Source: an optimization exercise on an open RTL-to-GDS flow (aim: small area, a short achievable clock period and few clock cycles). Production flows keep margins and buffers that such runs may drop.
The RTL was checked by simulation tests, not by an equivalence proof against the original design.
No activity file was given, so power comes from the tool's default toggle rates.

$ cat config.mk
export PLATFORM = sky130hd
export DESIGN_NAME = pluto_rx
export DESIGN_NICKNAME = pluto_rx
export VERILOG_FILES = /design/flow/design.v
export SDC_FILE = /design/flow/constraint.sdc
export NUM_CORES = 4
export LEC_CHECK = 0
export ABC_AREA = 1
export CAP_MARGIN = 20
export CORE_MARGIN = 2
export CORE_UTILIZATION = 65
export CTS_CLUSTER_DIAMETER = 90
export CTS_CLUSTER_SIZE = 24
export SLEW_MARGIN = 20
$ cat constraint.sdc
create_clock -name core_clock -period 10.0 [get_ports {clk}]
set_input_delay 2.0000 -clock core_clock [delete_from_list [all_inputs] [get_ports {clk}]]
set_output_delay 2.0000 -clock core_clock [all_outputs]
set_load 0.01 [all_outputs]
$ cat design.v
module pluto_rx_step (
    input  wire [15:0] blk,
    output wire [2:0]  mis
);
    localparam [15:0] P16 = 16'hB4E5;
    wire [15:0] e = blk ^ P16;
    function [1:0] fa(input a, input b, input c);    
        fa = {(a & b) | (a & c) | (b & c), a ^ b ^ c};
    endfunction
    wire [1:0] f0 = fa(e[0],  e[1],  e[2]);
    wire [1:0] f1 = fa(e[3],  e[4],  e[5]);
    wire [1:0] f2 = fa(e[6],  e[7],  e[8]);
    wire [1:0] f3 = fa(e[9],  e[10], e[11]);
    wire [1:0] f4 = fa(e[12], e[13], e[14]);
    wire [1:0] g0 = fa(f0[0], f1[0], f2[0]);
    wire [1:0] g1 = fa(f3[0], f4[0], e[15]);
    wire [1:0] h0 = fa(g0[0], g1[0], 1'b0);
    wire [1:0] k0 = fa(f0[1], f1[1], f2[1]);
    wire [1:0] k1 = fa(f3[1], f4[1], g0[1]);
    wire [1:0] k2 = fa(g1[1], h0[1], 1'b0);
    wire [1:0] m0 = fa(k0[0], k1[0], k2[0]);
    wire [1:0] n0 = fa(k0[1], k1[1], k2[1]);
    wire [1:0] p0 = fa(n0[0], m0[1], 1'b0);
    assign mis = (n0[1] | p0[1]) ? 3'd7 : {p0[0], m0[0], h0[0]};
endmodule
module pluto_rx (
    input  wire        clk,
    input  wire        rst,
    input  wire        cmd_valid,
    output wire        cmd_ready,
    input  wire [7:0]  cmd,
    input  wire        in_valid,
    output wire        in_ready,
    input  wire [7:0]  in_data,
    input  wire [3:0]  in_nbits,
    input  wire        in_last,
    output reg         out_valid,
    output reg  [7:0]  out_byte,
    output reg         rsp_valid,
    output wire [3:0]  rsp_status,
    output reg  [2:0]  rsp_sub,
    output reg  [31:0] rsp_value
);
    localparam [1:0] OP_CRC = 2'd0, OP_DEC = 2'd1, OP_FIND = 2'd2, OP_ILL = 2'd3;
    localparam [1:0] ST_OK = 2'd0, ST_NONE = 2'd1, ST_ILLEGAL = 2'd2;
    localparam [31:0] MAX_LEN = 32'd50_000_000;
    function [31:0] crc_byte(input [31:0] c, input [7:0] d);
        integer k;
        reg [31:0] r;
        begin
            r = c ^ {24'd0, d};
            for (k = 0; k < 8; k = k + 1)
                r = r[0] ? ((r >> 1) ^ 32'hEDB88320) : (r >> 1);
            crc_byte = r;
        end
    endfunction
    function [2:0] sadd(input [2:0] a, input [2:0] b);
        reg [3:0] s;
        begin
            s = {1'b0, a} + {1'b0, b};
            sadd = s[3] ? 3'd7 : s[2:0];
        end
    endfunction
    function maj(input a, input b, input c);
        maj = (a & b) | (a & c) | (b & c);
    endfunction
    genvar gi;
    integer li;
    reg        phase;               
    reg        cmd_rdy;             
    reg [1:0]  op, rate;            
    reg [7:0]  X;                   
    reg [7:0]  mm;                  
    reg        t0_beat, t0_last, t0_cmd, t0_ill;
    assign cmd_ready = cmd_rdy;
    assign in_ready  = phase;
    wire cmd_fire  = cmd_valid & cmd_rdy;
    wire in_fire   = in_valid & phase;
    wire cmd_crc   = (cmd == 8'h40);
    wire cmd_dec   = (cmd[7:2] == 6'b1000_00);
    wire cmd_find  = (cmd == 8'h90);
    wire cmd_legal = cmd_crc | cmd_dec | cmd_find;
    always @(posedge clk) begin
        if (rst) begin
            phase   <= 1'b0;
            cmd_rdy <= 1'b1;
            t0_beat <= 1'b0;
            t0_cmd  <= 1'b0;
            t0_ill  <= 1'b0;
        end else begin
            t0_beat <= in_fire;
            t0_cmd  <= cmd_fire & cmd_legal;
            t0_ill  <= cmd_fire & ~cmd_legal;
            if (cmd_fire & cmd_legal) begin
                phase   <= 1'b1;
                cmd_rdy <= 1'b0;
            end else if (in_fire & in_last) begin
                phase   <= 1'b0;
                cmd_rdy <= 1'b1;
            end
        end
        if (cmd_fire) begin
            op   <= cmd_crc ? OP_CRC : (cmd_dec ? OP_DEC : OP_FIND);
            rate <= cmd[1:0];
        end
        X       <= in_data;
        t0_last <= in_last;
        if (!in_last) mm <= 8'hFF;
        else case (in_nbits)
            4'd0: mm <= 8'h00; 4'd1: mm <= 8'h01; 4'd2: mm <= 8'h03; 4'd3: mm <= 8'h07;
            4'd4: mm <= 8'h0F; 4'd5: mm <= 8'h1F; 4'd6: mm <= 8'h3F; 4'd7: mm <= 8'h7F;
            default: mm <= 8'hFF;
        endcase
    end
    reg  [11:0] bc;                 
    reg  [78:0] W;                  
    wire [25:0] Q = W[57:32];
    reg  [1:0]  ph;
    reg         lenbad;
    reg  [1:0]  gp;                 
    reg  [1:0]  cy;                 
    wire is_dec  = (op == OP_DEC);
    wire is_find = (op == OP_FIND);
    wire is_crc  = (op == OP_CRC);
    wire hdr_lt8 = (bc[11:3] == 9'd0);
    wire [86:0] V = {W, X};
    wire x0 = X[7], x1 = X[6], x2 = X[5], x3 = X[4];
    wire x4 = X[3], x5 = X[2], x6 = X[1], x7 = X[0];
    reg [8:0] rm;
    always @* begin
        rm = 9'h1FF;
        if (Q[25:2] == 24'd0) begin
            case ({rate, Q[1:0], ph})
            {2'd0, 2'd1, 2'd1}: rm = 9'h0FF;
            {2'd1, 2'd1, 2'd2}: rm = 9'h0FF;
            {2'd1, 2'd1, 2'd3}: rm = 9'h000;
            {2'd2, 2'd1, 2'd1}: rm = 9'h00F;
            {2'd2, 2'd1, 2'd2}: rm = 9'h000;
            {2'd2, 2'd1, 2'd3}: rm = 9'h000;
            {2'd2, 2'd2, 2'd2}: rm = 9'h0FF;
            {2'd2, 2'd2, 2'd3}: rm = 9'h000;
            {2'd3, 2'd1, 2'd1}: rm = 9'h007;
            {2'd3, 2'd1, 2'd2}: rm = 9'h000;
            {2'd3, 2'd1, 2'd3}: rm = 9'h000;
            {2'd3, 2'd2, 2'd2}: rm = 9'h03F;
            {2'd3, 2'd2, 2'd3}: rm = 9'h000;
            {2'd3, 2'd3, 2'd3}: rm = 9'h0FF;
            default: rm = 9'h1FF;
            endcase
            if (Q[1:0] == 2'd0) rm = 9'h000;
        end
    end
    wire        pay  = t0_beat & is_dec & ~hdr_lt8 & ~lenbad;
    wire [7:0]  vm   = pay ? (mm & rm[7:0]) : 8'h00;
    wire        paydone = ((rm & ~{1'b0, mm}) == 9'd0);
    reg         gend;               
    always @* begin
        case (rate)
        2'd0:    gend = (ph == 2'd1);
        2'd3:    gend = (ph == 2'd3);
        default: gend = (ph == 2'd2);
        endcase
    end
    wire [25:0] Q_d  = Q - {24'd0, (rate == 2'd3) ? 2'd3 : (rate == 2'd2 ? 2'd2 : 2'd1)};
    reg [5:0] dd, vj;
    always @* begin
        case (rate)
        2'd0: begin
            dd = {x0 | x1, x2 | x3, x4 | x5, x6 | x7, 2'b00};
            vj = {vm[1], vm[3], vm[5], vm[7], 2'b00};
        end
        2'd1: case (gp)
            2'd0: begin
                dd = {maj(x0, x1, x2), maj(x3, x4, x5), 4'b0000};
                vj = {vm[2], vm[5], 4'b0000};
            end
            2'd1: begin
                dd = {maj(cy[0], x0, x1), maj(x2, x3, x4), maj(x5, x6, x7), 3'b000};
                vj = {vm[1], vm[4], vm[7], 3'b000};
            end
            default: begin
                dd = {maj(cy[1], cy[0], x0), maj(x1, x2, x3), maj(x4, x5, x6), 3'b000};
                vj = {vm[0], vm[3], vm[6], 3'b000};
            end
            endcase
        2'd2: case (gp)
            2'd0: begin
                dd = {x0, x1, x3, x4, x6, x7};
                vj = {vm[0], vm[1], vm[3], vm[4], vm[6], vm[7]};
            end
            2'd1: begin
                dd = {x0, x2, x3, x5, x6, 1'b0};
                vj = {vm[0], vm[2], vm[3], vm[5], vm[6], 1'b0};
            end
            default: begin
                dd = {x1, x2, x4, x5, x7, 1'b0};
                vj = {vm[1], vm[2], vm[4], vm[5], vm[7], 1'b0};
            end
            endcase
        default: begin
            dd = {x0, x1, x2, x4, x5, x6};
            vj = {vm[0], vm[1], vm[2], vm[4], vm[5], vm[6]};
        end
        endcase
    end
    wire [23:0] Snew;
    wire [7:0]  lane_ok;
    generate
        for (gi = 0; gi < 8; gi = gi + 1) begin : g_lane
            pluto_rx_step u_blk (.blk(V[86-gi -: 16]), .mis(Snew[3*gi +: 3]));
            assign lane_ok[gi] = mm[gi] &&
                ((bc >= 12'd16) || (bc == 12'd15 && gi == 7)) &&
                ((bc <= 12'd3764) || (bc == 12'd3765 && gi <= 6));
        end
    endgenerate
    reg        t1_cmd, t1_end, t1_beat, t1_dec, t1_bv;
    reg [1:0]  t1_op, t1_sub;
    reg [7:0]  t1_x;                
    reg [5:0]  t1_vj;
    reg [23:0] t1_s;
    reg [7:0]  t1_lv;
    always @(posedge clk) begin
        if (rst) begin
            t1_cmd  <= 1'b0;
            t1_end  <= 1'b0;
            t1_beat <= 1'b0;
        end else begin
            t1_cmd  <= t0_cmd;
            t1_end  <= t0_ill | (t0_beat & t0_last);
            t1_beat <= t0_beat;
        end
        t1_op  <= t0_ill ? OP_ILL : op;
        if (hdr_lt8 && (bc[2:0] != 3'd7 || !mm[7])) t1_sub <= 2'd1;
        else if (lenbad)                            t1_sub <= 2'd2;
        else if (hdr_lt8 || !paydone)               t1_sub <= 2'd3;
        else                                        t1_sub <= 2'd0;
        t1_dec <= is_dec;
        t1_bv  <= is_crc & mm[7];
        t1_x   <= is_dec ? {dd, 2'b00} : X;
        t1_vj  <= vj;
        t1_s   <= Snew;
        t1_lv  <= (t0_beat && is_find) ? lane_ok : 8'd0;
        if (t0_cmd) begin
            bc <= 12'd0;
            gp <= 2'd0;
        end else if (t0_beat) begin
            if (bc != 12'hFFF) bc <= bc + 12'd1;
            if (!(is_dec && !hdr_lt8))   W <= V[78:0];
            else if (pay && rm[0] && gend) W[57:32] <= Q_d;
            if (is_dec && bc == 12'd4) begin
                lenbad <= (W[31:0] == 32'd0) || (W[31:0] > MAX_LEN);
                ph     <= 2'd0;
            end
            if (pay) begin
                if (rm[0]) begin
                    ph <= gend ? 2'd0 : ph + 2'd1;
                end
                gp <= (rate[1] == rate[0]) ? 2'd0 :
                      (gp == 2'd0 ? 2'd2 : (gp == 2'd2 ? 2'd1 : 2'd0));
                cy <= {x6, x7};
            end
        end
    end
    reg  [7:1]  cur;                
    reg  [2:0]  accn;               
    reg  [23:0] U1, U2, U3, U4;
    reg  [5:0]  C5, C6;
    wire [5:0]  vj2  = t1_dec ? t1_vj : 6'd0;
    wire [2:0]  k    = {vj2[2], (vj2[4] & ~vj2[2]) | vj2[0],
                        (vj2[5] & ~vj2[4]) | (vj2[3] & ~vj2[2]) | (vj2[1] & ~vj2[0])};
    wire [5:0]  ddm  = t1_x[7:2] & vj2;
    wire [15:0] B    = {cur, 9'd0} | ({ddm, 10'd0} >> accn);
    reg         emit;
    always @* begin
        case (accn)
        3'd2: emit = vj2[0];
        3'd3: emit = vj2[1];
        3'd4: emit = vj2[2];
        3'd5: emit = vj2[3];
        3'd6: emit = vj2[4];
        3'd7: emit = vj2[5];
        default: emit = 1'b0;
        endcase
    end
    reg [23:0] U3n, U5n;
    reg [5:0]  C5n;
    reg [2:0]  ci, cv, s6, pd, pi;
    always @* begin
        ci = 3'd0; cv = 3'd0;
        for (li = 0; li < 8; li = li + 1) begin
            U3n[3*li +: 3] = sadd(U2[3*li +: 3], t1_s[3*li +: 3]);
            U5n[3*li +: 3] = sadd(U4[3*li +: 3], t1_s[3*li +: 3]);
            if (U5n[3*li +: 3] != 3'd7) begin
                ci = ci | li[2:0];
                cv = cv | U5n[3*li +: 3];
            end
        end
        C5n = (U5n == 24'hFFFFFF) ? {3'd0, 3'd7} : {ci, cv};
        s6  = t1_s[3*C6[5:3] +: 3];
        pi  = C6[5:3];
        pd  = sadd(s6, C6[2:0]);
        if (!t1_lv[pi]) pd = 3'd7;
    end
    reg        t2_cmd, t2_end, t2_bv;
    reg [1:0]  t2_op, t2_sub;
    reg [2:0]  bestd;               
    reg [14:0] bestoff;             
    reg        stop;
    always @(posedge clk) begin
        if (rst) begin
            t2_cmd    <= 1'b0;
            t2_end    <= 1'b0;
            t2_bv     <= 1'b0;
            out_valid <= 1'b0;
        end else begin
            t2_cmd    <= t1_cmd;
            t2_end    <= t1_end;
            t2_bv     <= t1_beat & (t1_bv | emit);
            out_valid <= t1_beat & emit;
        end
        t2_op    <= t1_op;
        t2_sub   <= t1_sub;
        out_byte <= t1_dec ? B[15:8] : t1_x;
        if (t2_cmd) begin
            bestd <= 3'd7;
            stop  <= 1'b0;
        end else if (!stop) begin
            if (pd < bestd) begin
                bestd   <= pd;
                bestoff <= {bc, pi};
            end
            if (pd <= 3'd2) stop <= 1'b1;
        end
        if (t1_cmd) begin
            cur  <= 7'd0;
            accn <= 3'd0;
        end else if (t1_beat) begin
            U1 <= t1_s; U2 <= U1; U3 <= U3n; U4 <= U3; C5 <= C5n; C6 <= C5;
            if (t1_dec) begin
                cur  <= emit ? B[7:1] : B[15:9];
                accn <= accn + k;
            end
        end
    end
    reg [31:0] crc;
    reg        t3_end;
    reg [1:0]  t3_op, t3_sub;
    reg         crcok;              
    wire [31:0] crc_n = crc_byte(crc, out_byte);
    always @(posedge clk) begin
        if (rst) t3_end <= 1'b0;
        else     t3_end <= t2_end;
        t3_op  <= t2_op;
        t3_sub <= t2_sub;
        if (t2_cmd)     crc <= 32'hFFFF_FFFF;
        else if (t2_bv) begin
            crc   <= crc_n;
            crcok <= (~crc_n == W[31:0]);
        end
    end
    reg [1:0] st;
    assign rsp_status = {2'b00, st};
    wire [14:0] off = bestoff - 15'd135;
    always @(posedge clk) begin
        if (rst) rsp_valid <= 1'b0;
        else     rsp_valid <= t3_end;
        case (t3_op)
        OP_CRC: begin
            st <= ST_OK; rsp_sub <= 3'd0; rsp_value <= ~crc;
        end
        OP_DEC: begin
            rsp_value <= 32'd0;
            if (t3_sub != 2'd0) begin
                st <= ST_NONE; rsp_sub <= {1'b0, t3_sub};
            end else if (!crcok) begin
                st <= ST_NONE; rsp_sub <= 3'd6;
            end else begin
                st <= ST_OK; rsp_sub <= 3'd0;
            end
        end
        OP_FIND: begin
            rsp_sub <= 3'd0;
            if (bestd != 3'd7) begin
                st <= ST_OK; rsp_value <= {17'd0, off};
            end else begin
                st <= ST_NONE; rsp_value <= 32'd0;
            end
        end
        default: begin
            st <= ST_ILLEGAL; rsp_sub <= 3'd0; rsp_value <= 32'd0;
        end
        endcase
    end
endmodule
$ cat flow/run.sh
#!/bin/bash
# The standard layout (standard.sh), with timing repair aimed at a 3.1 ns
# clock (setup margin 6.9 ns at the 10 ns constraint), plain buf_2 cells as
# the port buffers, and no separate adder-cell mapping in synthesis (ABC maps
# the adders with the rest of the logic). Full tool output is in standard.log.
set -e
bash standard.sh SETUP_SLACK_MARGIN=6.9 ADDER_MAP_FILE= \
    BUFFER_PORTS_ARGS="-buffer_cell sky130_fd_sc_hd__buf_2" finish > standard.log 2>&1
$ cat standard.sh
#!/bin/bash
# synth_recipe.tcl (not shown) runs the flow's synth.tcl, then flattens the netlist and writes it again
# the make line also repeats each setting of config.mk as NAME=value (left out here)
make -C /OpenROAD-flow-scripts/flow DESIGN_CONFIG=/design/flow/config.mk WORK_HOME=/design/flow/orfs CLKGATE_MAP_FILE= SYNTH_SCRIPT=/design/flow/synth_recipe.tcl "${@:-finish}"
==> flow_summary.toml, run 1 <==
[yosys]
syn_area_sq_um = 20800
yosys.area.top_type_share = 0.306
ys.warnings.count = 2
syn_area_per_cell_sq_um = 8.17
async_flop_share = 0
synth_top_area_cell = "edfxtp_1"
synth-seq-cells = 408
yosysUniqueCellTypes = 60
yosysMostFrequentCell = "nand2_1"
synth_area_leaders = "edfxtp_1 31%, dfxtp_1 19%, nand2_1 11%, inv_1 5.9%, xor2_1 5.4%"
synth_cells = 2546
synth_top_cells_by_count = "628 x nand2_1, 326 x inv_1, 270 x nor2_1, 212 x edfxtp_1, 196 x dfxtp_1"
ys_seq_area_frac = 0.495
synth_edf_count = 212
ys.flop_type = "edfxtp_1"

[sta]
setup_viol = 0
post-route-min-period_ns = 3.08
final_max_slew_viol_count = 0
fin_tns_setup_ns = 0
hold_viol_final = 0
skew_ns = 0.0283
rsz0062_at_grt = "no"
final.period_utilization = 0.308
relSlewSlack = 0.304
fmax_mhz = 325
worst_pin_slew_ns = 1.04

[pwr]
power_mw = 3.06
ir_worst_vdd_uv = 161
power.density_nw_per_um2 = 137
leakage_nw = 10.1

[global_routing]
grt_use_met3 = 0.0322
track_usage = 0.300
top_usage_layer = "met2"
grt.overflow.total = 0
grt_pass1_vias = 16000
antenna_found_initial = 1
use_met1 = 0.449
grt_max_degree = 85
met2_usage = 0.467
grt_pass1_wl_mm = 80.4

[final_layout]
finalNetCount = 2644
layout-drive-gt1-share = 0.0855
area_growth_syn_to_layout_pct = 7.28

[cts]
cts_max_path_buffers = 3
clk_latency_ns = 0.55
path_clk_slew_ns = 0.09
cts_tree = "done"
cts_hold_buf = 0
numCtsBuffers = 21
cts.htree.levels = 1
clock-sinks = 408
root_buffer = "clkbuf_16"

[detailed_routing]
wl_mm = 50.1
vias = 17100
drtIter0Drc = 1754
detail-route-antenna-nets = 0
drc = 0
routed_via_density = 5.64
first_pass_iters = 6
wire_per_inst_um = 16.5

[min_path]
holdPathEnd = "t3_op[1]"
hold_depth = 0
hp-class = "reg2reg"
min-delay-start = "t2_op[1]"

[placement]
gp_congestion = 0.944
port-buffer-count = 73
hpwl_mm = 37.6

[worst_setup_path]
worstSetupPathType = "reg2out"
end_kind = "output port"
slowest_delay_ns = 0.40
worst-path-buf-inv = 1
setup.worst_path.start_class = "flop"
reg2reg_from = "C6[3]"
worstPathMaxFanout = 3
rrSetupSlack_ns = 7.22
critPathTopFamily = "flip-flops"
rr_worst_depth = 16
cp.arrival_ns = 1.08
cp.required_ns = 8.00
path_cells = "buf_2"
timing.rr.end = "bestoff[14]"
slowest_stage = "dfxtp_4"

[die]
die_y_um = 183
row_count = 65
pin_count = 76
die_area_sq_um = 33400
die_w_um = 183
core_area_sq_um = 31600
initial_utilization = 0.659

[flow_run]
max_cap_violations = 0

[outcome]
status = "finished clean"
[cells by family (layout without fill, tap and decap cells)]
family,count (synthesis),in the layout,synth area share
and+or+nand+nor,1172,1172,0.239
xor gates and xnor gates,187,187,0.0883
DFF,408,408,0.495
buffers and inverters,386,472,0.0708
AOI/OAI and AO/OA,391,391,0.106
other,1,3,0.000180
muxes,1,1,0.000481
[layout by cell type (no fill, tap or decap), types with 5 or more instances in the layout]
cell / netlist / final
clkbuf_16: 0 / 21
a21oi_1: 128 / 128
nand3b_1: 6 / 6
a211oi_1: 5 / 5
xor2_2: 19 / 19
nand2_2: 17 / 19
o211ai_1: 13 / 13
dfxtp_1: 196 / 189
xnor2_1: 36 / 36
o2111ai_1: 6 / 6
edfxtp_1: 212 / 212
buf_2: 4 / 73
inv_1: 326 / 325
nor2_1: 270 / 266
nand4_1: 35 / 35
nand3_1: 122 / 122
nor4_1: 16 / 16
buf_4: 4 / 15
o21ai_0: 155 / 155
a31oi_1: 21 / 21
or2_2: 25 / 25
nor3_1: 31 / 31
nand4_2: 5 / 5
clkinv_1: 5 / 5
clkbuf_1: 31 / 14
a21o_1: 5 / 5
o21ai_1: 6 / 6
inv_2: 13 / 13
nand2_1: 628 / 626
o22ai_1: 13 / 13
xor2_1: 129 / 129
[sequential cells by signal, indices dropped and copies added (netlist names), 12 cells and up]
register	count
W	79
crc	32
rsp_value	32
U1	24
U2	24
U3	24
U4	24
t1_s	24
bestoff	15
bc	12
[per-layer routing]
layer  part of all wire  up-vias  routed length (um)
li1                   -     8450                   -
met1               0.47     7944               23700
met2               0.43      640               21600
met3              0.068       85                3400
met4              0.027        0                1330
met5                  0        -                   0
[stage by stage]
stage	utilization	cell area (sq um)	hold slack, ns	cells	worst slack (ns)
after floorplan	-	20800	0.310	2547	6.97
after global placement	0.683	21600	0.313	2987	6.75
after detailed placement	0.683	21600	0.312	2987	6.69
after CTS	0.703	22200	0.326	3024	6.90
after global routing	0.707	22300	0.333	3035	6.90
final	0.707	22300	0.334	3036	6.92
[timing repair]
action	CTS	global route
endpoints found under the setup margin	32	44
gates resized for setup	10	6
setup buffers	0	10
[worst max path at each step]
| stage | start | endpoint | slack, ns | depth (start not counted) |
|---|---|---|---|---|
| final | out_byte[1] | out_byte[1] | 6.92 | 1 |
| after global routing | out_byte[1] | out_byte[1] | 6.90 | 1 |
| after CTS | out_byte[2] | out_byte[2] | 6.90 | 1 |
| after detailed placement | cmd[6] | cmd_rdy | 6.69 | 8 |
| after global placement | cmd[6] | cmd_rdy | 6.75 | 8 |
| after floorplan | cmd[7] | cmd_rdy | 6.97 | 8 |
[area by class of cell]
cell class | instances | area, sq um
Antenna cell | 1 | 2.50
Clock buffer | 35 | 578
Clock inverter | 2 | 26.3
Fill cell | 2524 | 9250
Inverter | 345 | 1300
Multi-Input combinational cell | 1753 | 9080
Sequential cell | 408 | 10300
Tap cell | 402 | 503
Timing Repair Buffer | 90 | 510
[power by group]
part,internal (mW),total [mW],switching [mW]
Sequential,1.78,1.83,0.0441
Clock,0.405,0.933,0.527
Combinational,0.107,0.303,0.196
Total,2.30,3.06,0.768
Testbench counts, summed over its fixed seeds: cycles 38,315.
==> run 2: changes to the inputs <==
--- a/design.v
+++ b/design.v
@@ -303,9 +303,6 @@
     end
     reg        t2_cmd, t2_end, t2_bv;
     reg [1:0]  t2_op, t2_sub;
-    reg [2:0]  bestd;               
-    reg [14:0] bestoff;             
-    reg        stop;
     always @(posedge clk) begin
         if (rst) begin
             t2_cmd    <= 1'b0;
@@ -321,16 +318,6 @@
         t2_op    <= t1_op;
         t2_sub   <= t1_sub;
         out_byte <= t1_dec ? B[15:8] : t1_x;
-        if (t2_cmd) begin
-            bestd <= 3'd7;
-            stop  <= 1'b0;
-        end else if (!stop) begin
-            if (pd < bestd) begin
-                bestd   <= pd;
-                bestoff <= {bc, pi};
-            end
-            if (pd <= 3'd2) stop <= 1'b1;
-        end
         if (t1_cmd) begin
             cur  <= 7'd0;
             accn <= 3'd0;
@@ -343,6 +330,9 @@
         end
     end
     reg [31:0] crc;
+    wire [2:0]  bestd   = crc[2:0];     
+    wire        scan    = crc[3];       
+    wire [14:0] bestoff = crc[18:4];    
     reg        t3_end;
     reg [1:0]  t3_op, t3_sub;
     reg         crcok;              
@@ -356,6 +346,12 @@
         else if (t2_bv) begin
             crc   <= crc_n;
             crcok <= (~crc_n == W[31:0]);
+        end else if (scan) begin
+            if (pd < bestd) begin
+                crc[2:0]  <= pd;
+                crc[18:4] <= {bc, pi};
+            end
+            if (pd <= 3'd2) crc[3] <= 1'b0;
         end
     end
     reg [1:0] st;
--- a/config.mk
+++ b/config.mk
@@ -9,6 +9,6 @@
 export CAP_MARGIN = 20
 export CORE_MARGIN = 2
 export CORE_UTILIZATION = 65
-export CTS_CLUSTER_DIAMETER = 90
-export CTS_CLUSTER_SIZE = 24
+export CTS_CLUSTER_DIAMETER = 100
+export CTS_CLUSTER_SIZE = 28
 export SLEW_MARGIN = 20
==> run 2 against run 1 <==
  * Still clean on timing, DRC and antenna
  * Highest routed layer unchanged
  * Register-to-register slack worse by 0.07 ns
  * Sequential power barely moved
  * Flip-flop and latch count shrank 19
==> flow_summary.toml, run 2 <==
[sta]
setup_viol = 0
final_max_slew_viol_count = 0
post-route-min-period_ns = 3.08
fin_tns_setup_ns = 0
final.period_utilization = 0.308
fmax_mhz = 325
worst_pin_slew_ns = 1.04
rsz0062_at_grt = "no"
hold_viol_final = 0
skew_ns = 0.0301
relSlewSlack = 0.304

[detailed_routing]
drtIter0Drc = 1998
detail-route-antenna-nets = 0
wire_per_inst_um = 16.5
vias = 17100
drc = 0
routed_via_density = 5.70
first_pass_iters = 6
wl_mm = 49.7

[min_path]
holdPathEnd = "t3_sub[0]"
hp-class = "reg2reg"
min-delay-start = "t2_sub[0]"
hold_depth = 0

[final_layout]
mostFrequentLayoutCells = "616 x nand2_1, 327 x inv_1, 242 x nor2_1"
largest_registers = "W (79), crc (32), rsp_value (32)"
area_growth_syn_to_layout_pct = 6.47
multi_input_area_sq_um = 9160
largest_register_ff_count = 79
top_register = "W"
n_antenna_cell = 0
finalNetCount = 2627
final_common_cell = "nand2_1"
finish.utilization = 0.707
regArea_sq_um = 9770
fin_area_sq_um = 21700
layout-drive-gt1-share = 0.0876
fill_cells = 2460

[cts]
cts_max_path_buffers = 3
numCtsBuffers = 18
clk_latency_ns = 0.55
cts_tree = "done"
path_clk_slew_ns = 0.10
cts.htree.levels = 1
clock-sinks = 389
root_buffer = "clkbuf_16"

[yosys]
ys_seq_area_frac = 0.478
ys.warnings.count = 2
synth-simple-area-share = 0.247
syn_area_per_cell_sq_um = 8.01
yosysMostFrequentCell = "nand2_1"
synthAdderAreaFrac = 0
synth-seq-cells = 389
ys.flop_type = "edfxtp_1"
synth_cells = 2547
yosysUniqueCellTypes = 62
async_flop_share = 0
synthXorXnorAreaFrac = 0.0896
synth_top_area_cell = "edfxtp_1"
synth_edf_count = 197
yosys-mux-area-fraction = 0
synth_top_cells_by_count = "616 x nand2_1, 328 x inv_1, 245 x nor2_1, 197 x edfxtp_1, 192 x dfxtp_1"
yosys.area.top_type_share = 0.290
synth_compound_area_frac = 0.110
syn_area_sq_um = 20400
synth_top_family_by_area = "simple AND/OR/NAND/NOR gates"
synth_area_leaders = "edfxtp_1 29%, dfxtp_1 19%, nand2_1 11%, inv_1 6.0%, xor2_1 5.8%"

[placement]
port-buffer-count = 73
hpwl_mm = 37.8
gp_congestion = 0.953
placed_area_sq_um = 21100

[worst_setup_path]
cp.arrival_ns = 1.08
slowest_delay_ns = 0.38
worst-path-buf-inv = 1
worstPathMaxFanout = 3
critPathTopFamily = "flip-flops"
cp.required_ns = 8.00
worstSetupPathType = "reg2out"
end_kind = "output port"
reg2reg_from = "bc[9]"
slowest_stage = "dfxtp_1"
path_cells = "buf_2"
rrSetupSlack_ns = 7.15
rr_worst_depth = 12
setup.worst_path.start_class = "flop"
timing.rr.end = "W[53]"

[die]
die_y_um = 181
pin_count = 76
initial_utilization = 0.664
row_count = 64
die_area_sq_um = 32800
die_w_um = 181
core_area_sq_um = 30700

[pwr]
power_mw = 3.80
leakage_nw = 9.97
power.density_nw_per_um2 = 175
ir_worst_vdd_uv = 149

[global_routing]
antenna_found_initial = 0
track_usage = 0.301
grt.overflow.total = 0
grt_pass1_vias = 16000
grt_max_degree = 85
grt_pass1_wl_mm = 80.0

[outcome]
status = "finished clean"

[flow_run]
max_cap_violations = 0
[run 2: cell types whose count changed in the layout (fill, tap and decap cells not counted), sizes merged, moves of 4 or more]
cell | before | now
dfxtp | 196 | 192
buf | 89 | 79
inv | 341 | 351
a21o | 5 | 1
nor2 | 272 | 250
nand3 | 124 | 162
clkbuf | 36 | 27
edfxtp | 212 | 197
nand4 | 40 | 27
o2111ai | 6 | 2
a31oi | 21 | 26
o21ai | 161 | 183
a22oi | 4 | 8
[run 2: per-stage QoR]
stage                     setup WS (ns)  hold slack (ns)  instances
after detailed placement           6.68            0.312       2978
final                              6.92            0.334       3009
after CTS                          6.90            0.336       3009
after floorplan                    6.95            0.310       2548
after global routing               6.91            0.344       3009
after global placement             6.77            0.312       2978
[run 2: worst reg2reg max path: stages, from the launching register on]
cell and delay (ns):
dfxtp_1 0.35, inv_1 0.13, nand2_1 0.07, nor3_1 0.17, nand2_1 0.15, nor2_1 0.22
nor2_2 0.06, buf_6 0.20, nor2_4 0.12, buf_6 0.43, inv_1 0.16, o31ai_4 0.08
buf_4 0.35
[run 2: layout make-up]
class	count	area share
Clock inverter	4	0.00271
Timing Repair Buffer	79	0.0192
Tap cell	396	0.0228
Sequential cell	389	0.449
Inverter	353	0.0613
Clock buffer	27	0.0233
Multi-Input combinational cell	1761	0.421
[run 2: logic make-up after synthesis]
family,count (synthesis)
simple gates,1167
compound gates,404
buf+inv,398
flops,389
xor+xnor,188
other cells,1
[run 2: power breakdown]
group          switching, mW  total (mW)  internal, mW
logic                  0.676        1.06         0.389
clock network          0.495       0.871         0.376
registers              0.113        1.86          1.75
[run 2: what timing repair did]
action / in CTS / in global routing
hold buffers: 0 / 0
buffers inserted: 0 / 0
gates resized for setup: 4 / 6
endpoints found under the setup margin: 29 / 30
gates cloned: 0 / 0
[run 2: worst max path at each step]
stage / startpoint / endpoint / depth (start not counted)
finish: out_byte[1] / out_byte[1] / 1
global placement: cmd[6] / cmd_rdy / 8
global route: out_byte[6] / out_byte[6] / 1
floorplan: bc[6] / W[32] / 10
detailed placement: cmd[6] / cmd_rdy / 8
CTS: phase / in_ready / 1
[run 2: metal layers]
layer  GRT usage  up-vias  routed length, um
li1            -     8390                  -
met1       0.449     7929              22400
met2       0.473      741              21800
met3      0.0349       89               4280
met4      0.0725        0               1220
met5           0        -                  0
Testbench counts of run 2, summed over its fixed seeds: cycles 38,315.
==> run 3: changes to the inputs <==
--- a/config.mk
+++ b/config.mk
@@ -9,6 +9,6 @@
 export CAP_MARGIN = 20
 export CORE_MARGIN = 2
 export CORE_UTILIZATION = 65
-export CTS_CLUSTER_DIAMETER = 100
-export CTS_CLUSTER_SIZE = 28
+export CTS_CLUSTER_DIAMETER = 90
+export CTS_CLUSTER_SIZE = 24
 export SLEW_MARGIN = 20
==> run 3 against run 2 <==
  * Synthesized cell count stayed put
  * Synthesized area is the same
  * First-iteration DRC count rose by 0.35%
  * Clock power rose by 3.1%
  * Final cell count about the same
  * Critical path depth is the same
  * Critical path type unchanged
  * Largest cell class unchanged
  * Highest routed layer unchanged
==> flow_summary.toml, run 3 <==
[outcome]
status = "finished clean"

[yosys]
ys.flop_type = "edfxtp_1"
synth_top_family_by_area = "simple AND/OR/NAND/NOR gates"
synth-seq-cells = 389
yosys.area.top_type_share = 0.290
synth_top_cells_by_count = "616 x nand2_1, 328 x inv_1, 245 x nor2_1, 197 x edfxtp_1, 192 x dfxtp_1"
ys.warnings.count = 2
synthAdderAreaFrac = 0
synth_edf_count = 197
syn_area_per_cell_sq_um = 8.01
yosys-mux-area-fraction = 0
syn_area_sq_um = 20400
yosysMostFrequentCell = "nand2_1"
yosysUniqueCellTypes = 62
synth-simple-area-share = 0.247
ys_seq_area_frac = 0.478
synthXorXnorAreaFrac = 0.0896
synth_cells = 2547
synth_compound_area_frac = 0.110
synth_area_leaders = "edfxtp_1 29%, dfxtp_1 19%, nand2_1 11%, inv_1 6.0%, xor2_1 5.8%"
async_flop_share = 0
synth_top_area_cell = "edfxtp_1"

[worst_setup_path]
reg2reg_from = "C6[3]"
worstPathMaxFanout = 3
slowest_delay_ns = 0.37
critPathTopFamily = "flip-flops"
startpoint = "out_byte[1]"
slowest_stage = "dfxtp_1"
path_cells = "buf_2"
path_depth = 1
setup.worst_path.start_class = "flop"
rr_worst_depth = 15
cp.arrival_ns = 1.06
rrSetupSlack_ns = 7.12
end_kind = "output port"
worst-path-buf-inv = 1
cp.required_ns = 8.00
worstSetupPathType = "reg2out"

[sta]
rsz0062_at_grt = "no"
whs_ns = 0.335
final_max_slew_viol_count = 0
worst_pin_slew_ns = 1.05
setup_viol = 0
relSlewSlack = 0.301
fmax_mhz = 326
hold_viol_final = 0
skew_ns = 0.0251
post-route-min-period_ns = 3.06
fin_tns_setup_ns = 0
final.period_utilization = 0.306

[final_layout]
area_growth_syn_to_layout_pct = 6.58
n_antenna_cell = 0
mostFrequentLayoutCells = "616 x nand2_1, 327 x inv_1, 242 x nor2_1"
finalNetCount = 2629
largest_registers = "W (79), crc (32), rsp_value (32)"
largest_register_ff_count = 79
fin_area_sq_um = 21800
top_register = "W"
final_common_cell = "nand2_1"
layout-drive-gt1-share = 0.0880

[global_routing]
track_usage = 0.301
antenna_found_initial = 0
grt_max_degree = 85
grt_pass1_wl_mm = 79.8
grt.overflow.total = 0
grt_pass1_vias = 15900

[min_path]
min-delay-start = "t2_op[0]"
hp-class = "reg2reg"
hold_depth = 0

[cts]
root_buffer = "clkbuf_16"
postCtsSetupBuffers = 0
cts_hold_buf = 0
clk_latency_ns = 0.55
path_clk_slew_ns = 0.09
cts.htree.levels = 1
clock-sinks = 389
cts_tree = "done"
cts_max_path_buffers = 3
cts_resized = 4
numCtsBuffers = 20

[die]
initial_utilization = 0.664
die_w_um = 181
die_area_sq_um = 32800
core_area_sq_um = 30700
row_count = 64
die_y_um = 181
pin_count = 76

[detailed_routing]
wire_per_inst_um = 16.5
detail-route-antenna-nets = 0
drc = 0
vias = 17100
first_pass_iters = 8
drtIter0Drc = 2005
routed_via_density = 5.69
wl_mm = 49.6

[pwr]
power.density_nw_per_um2 = 176
pwr-share-clk = 0.235
leakage_nw = 9.98
p_sw_mw = 1.29
comb_power_share = 0.278
internal-power_mw = 2.53
ir_worst_vdd_uv = 172
swShare = 0.337
power.share.sequential = 0.487

[placement]
port-buffer-count = 73
placed_area_sq_um = 21100
gp_congestion = 0.953
hpwl_mm = 37.8

[flow_run]
max_cap_violations = 0
## run 3: logic make-up after synthesis
logic type / Yosys count
and+or+nand+nor: 1167
DFF: 389
AOI/OAI and AO/OA: 404
other: 1
xor gates and xnor gates: 188
buffers and inverters: 398
## run 3: path summary, 6_finish.rpt
kind	end
worst max-delay path	out_byte[1]
worst min-delay path	t3_op[0]
worst max register to register	crc[16]
worst min register to register	t3_op[0]
## run 3: power by group through the flow
stage | clock [mW] | combinational [mW] | sequential, mW
global placement | 0 | 1.01 | 1.89
detailed placement | 0 | 1.03 | 1.89
global route | 0.965 | 1.15 | 1.87
floorplan | 0 | 0.786 | 1.86
CTS | 0.916 | 1.04 | 1.85
finish | 0.898 | 1.06 | 1.86
## run 3: per-stage QoR
step | utilization | std cells | setup WS, ns | power [mW]
floorplan | - | 2548 | 6.95 | 2.64
detailed placement | 0.687 | 2978 | 6.68 | 2.92
finish | 0.708 | 3011 | 6.94 | 3.82
CTS | 0.707 | 3011 | 6.90 | 3.81
global route | 0.708 | 3011 | 6.90 | 3.99
global placement | 0.687 | 2978 | 6.77 | 2.90
## run 3: final cells by class
type	instances	area, sq um
flip-flops and latches	389	9770
multi-input cells	1761	9160
fillers	2440	8990
inverters	353	1330
clock buffers	31	563
well taps	396	495
repair buffers	79	418
clock inverters	2	22.5
## run 3: layer usage
layer | vias up | GRT usage | share of wire
met5 | - | 0 | 0
met4 | 0 | 0.0780 | 0.025
met3 | 81 | 0.0403 | 0.090
met2 | 745 | 0.467 | 0.44
met1 | 7925 | 0.447 | 0.45
li1 | 8391 | - | -
==> run 4: changes to the inputs <==
==> flow/run.sh (replaced) <==
#!/bin/bash
# The standard layout (standard.sh), with timing repair aimed at a 3.1 ns
# clock (setup margin 6.9 ns at the 10 ns constraint), plain buf_2 cells as
# the port buffers, no separate adder-cell mapping in synthesis (ABC maps the
# adders with the rest of the logic), and no buffers placed along clock wires
# between the tree's branch points. Full tool output is in standard.log.
set -e
bash standard.sh SETUP_SLACK_MARGIN=6.9 ADDER_MAP_FILE= CTS_BUF_DISTANCE=400 \
    BUFFER_PORTS_ARGS="-buffer_cell sky130_fd_sc_hd__buf_2" finish > standard.log 2>&1
==> run 4 against run 3 <==
  * Final cell count did not move
  * Utilization stayed put
  * Design area unchanged
  * Global-route usage unchanged
  * Non-clock buffer count unchanged
  * Largest cell class unchanged
==> flow_summary.toml, run 4 <==
[outcome]
status = "finished clean"

[cts]
cts_max_path_buffers = 3
clock-sinks = 389
root_buffer = "clkbuf_16"
numCtsBuffers = 20
cts_tree = "done"
path_clk_slew_ns = 0.09
postCtsSetupBuffers = 0
clk_latency_ns = 0.55
cts.htree.levels = 1

[final_layout]
fin_area_sq_um = 21800
mostFrequentLayoutCells = "616 x nand2_1, 327 x inv_1, 242 x nor2_1"
area_growth_syn_to_layout_pct = 6.58
n_antenna_cell = 0
final_common_cell = "nand2_1"
largest_register_ff_count = 79
largest_registers = "W (79), crc (32), rsp_value (32)"
layout-drive-gt1-share = 0.0880
finalNetCount = 2629
top_register = "W"

[sta]
rsz0062_at_grt = "no"
final_max_slew_viol_count = 0
whs_ns = 0.335
relSlewSlack = 0.301
fmax_mhz = 326
skew_ns = 0.0251
hold_viol_final = 0
setup_viol = 0
fin_tns_setup_ns = 0
final.period_utilization = 0.306
post-route-min-period_ns = 3.06
worst_pin_slew_ns = 1.05

[worst_setup_path]
worstPathMaxFanout = 3
end_kind = "output port"
startpoint = "out_byte[1]"
critPathTopFamily = "flip-flops"
cp.arrival_ns = 1.06
worstSetupPathType = "reg2out"
slowest_delay_ns = 0.37
path_cells = "buf_2"
slowest_stage = "dfxtp_1"
setup.worst_path.start_class = "flop"
worst-path-buf-inv = 1
reg2reg_from = "C6[3]"
cp.required_ns = 8.00

[die]
initial_utilization = 0.664
die_w_um = 181
pin_count = 76
die_area_sq_um = 32800
core_area_sq_um = 30700
die_y_um = 181
row_count = 64

[yosys]
yosys.area.top_type_share = 0.290
synth_top_family_by_area = "simple AND/OR/NAND/NOR gates"
ys_seq_area_frac = 0.478
synth_area_leaders = "edfxtp_1 29%, dfxtp_1 19%, nand2_1 11%, inv_1 6.0%, xor2_1 5.8%"
synthAdderAreaFrac = 0
synthXorXnorAreaFrac = 0.0896
syn_area_sq_um = 20400
synth_top_area_cell = "edfxtp_1"
ys.flop_type = "edfxtp_1"
yosys-mux-area-fraction = 0
synth-simple-area-share = 0.247
synth-seq-cells = 389
ys.warnings.count = 2
yosysMostFrequentCell = "nand2_1"
async_flop_share = 0
synth_edf_count = 197
synth_cells = 2547
synth_compound_area_frac = 0.110
syn_area_per_cell_sq_um = 8.01
synth_top_cells_by_count = "616 x nand2_1, 328 x inv_1, 245 x nor2_1, 197 x edfxtp_1, 192 x dfxtp_1"
yosysUniqueCellTypes = 62

[flow_run]
max_cap_violations = 0

[global_routing]
grt_max_degree = 85
grt.overflow.total = 0
grt_pass1_vias = 15900
antenna_found_initial = 0
track_usage = 0.301
grt_pass1_wl_mm = 79.8

[pwr]
leakage_nw = 9.98
power.density_nw_per_um2 = 176
ir_worst_vdd_uv = 172

[detailed_routing]
routed_via_density = 5.69
drc = 0
detail-route-antenna-nets = 0
first_pass_iters = 8
vias = 17100
wire_per_inst_um = 16.5
drtIter0Drc = 2005
wl_mm = 49.6

[min_path]
hp-class = "reg2reg"
min-delay-start = "t2_op[0]"

[placement]
hpwl_mm = 37.8
port-buffer-count = 73
gp_congestion = 0.953
placed_area_sq_um = 21100
[run 4: area by class of cell]
class / instances / area [sq um]
Sequential cell: 389 / 9770
Clock inverter: 2 / 22.5
Timing Repair Buffer: 79 / 418
Fill cell: 2440 / 8990
Inverter: 353 / 1330
Tap cell: 396 / 495
Multi-Input combinational cell: 1761 / 9160
Clock buffer: 31 / 563
[run 4: per-layer routing]
layer	vias up	global-route usage	share of wire	wire, um
met3	81	0.0403	0.090	4440
met4	0	0.0780	0.025	1230
met5	-	0	0	0
met2	745	0.467	0.44	21700
met1	7925	0.447	0.45	22200
li1	8391	-	-	-
[run 4: cells by family (layout without fill, tap and decap cells)]
group,count (synthesis),after routing
compound gates,404,404
simple gates,1167,1167
other cells,1,2
buf+inv,398,465
xor+xnor,188,188
flops,389,389
[run 4: final timing paths]
| path | depth (start not counted) | end | slack (ns) |
|---|---|---|---|
| min | 0 | t3_op[0] | 0.33 |
| max | 1 | out_byte[1] | 6.94 |
| min reg2reg | 0 | t3_op[0] | 0.33 |
| max reg2reg | 15 | crc[16] | 7.12 |
[run 4: timing repair]
action                                  CTS  global route
gates resized for setup                   4             7
endpoints found under the setup margin   29            30
hold buffers                              0             0
[run 4: report_power, final]
group          switching [mW]  internal [mW]  total (mW)
sequential              0.111           1.75        1.86
combinational           0.673          0.389        1.06
clock                   0.501          0.397       0.898
[run 4: stage by stage]
stage          utilization  std cells  total power, mW  setup WS [ns]
6_report             0.708       3011             3.82           6.94
5_1_grt              0.708       3011             3.99           6.90
4_1_cts              0.707       3011             3.81           6.90
3_5_place_dp         0.687       2978             2.92           6.68
3_3_place_gp         0.687       2978             2.90           6.77
2_1_floorplan            -       2548             2.64           6.95

## afterwards: timing with drivers on the ports
Ports are ideal in the flow. The routed layouts listed here were re-timed in OpenROAD.
Step 1 sets driving cells, clkbuf_16 on the clock port and buf_2 on the other inputs (assumed; they add their load-dependent delay and slew).
Step 2 moves the port delays by t, midway between the first and last clock arrival at a register: inputs arrive t later, outputs are due t later. That takes back most of the time a late clock gives input paths.
Slacks: ideal / step 1 / step 2; pairs: ideal / step 1.
| run | shift t [ns] | slack for setup (ns) | worst setup path after step 2 | worst slew at a driven data input, ns | pins driven straight from the clock port |
|---|---|---|---|---|---|
| run 1 | 0.589 | 6.922 / 6.865 / 6.670 | input to register | 0.03 | 1 |
| run 2 | 0.583 | 6.924 / 6.871 / 6.668 | input to register | 0.03 | 1 |
| run 3 | 0.593 | 6.936 / 6.880 / 6.641 | input to register | 0.03 | 1 |
| run 4 | 0.593 | 6.936 / 6.880 / 6.641 | input to register | 0.03 | 1 |
After both steps setup and hold are still met in every run listed.
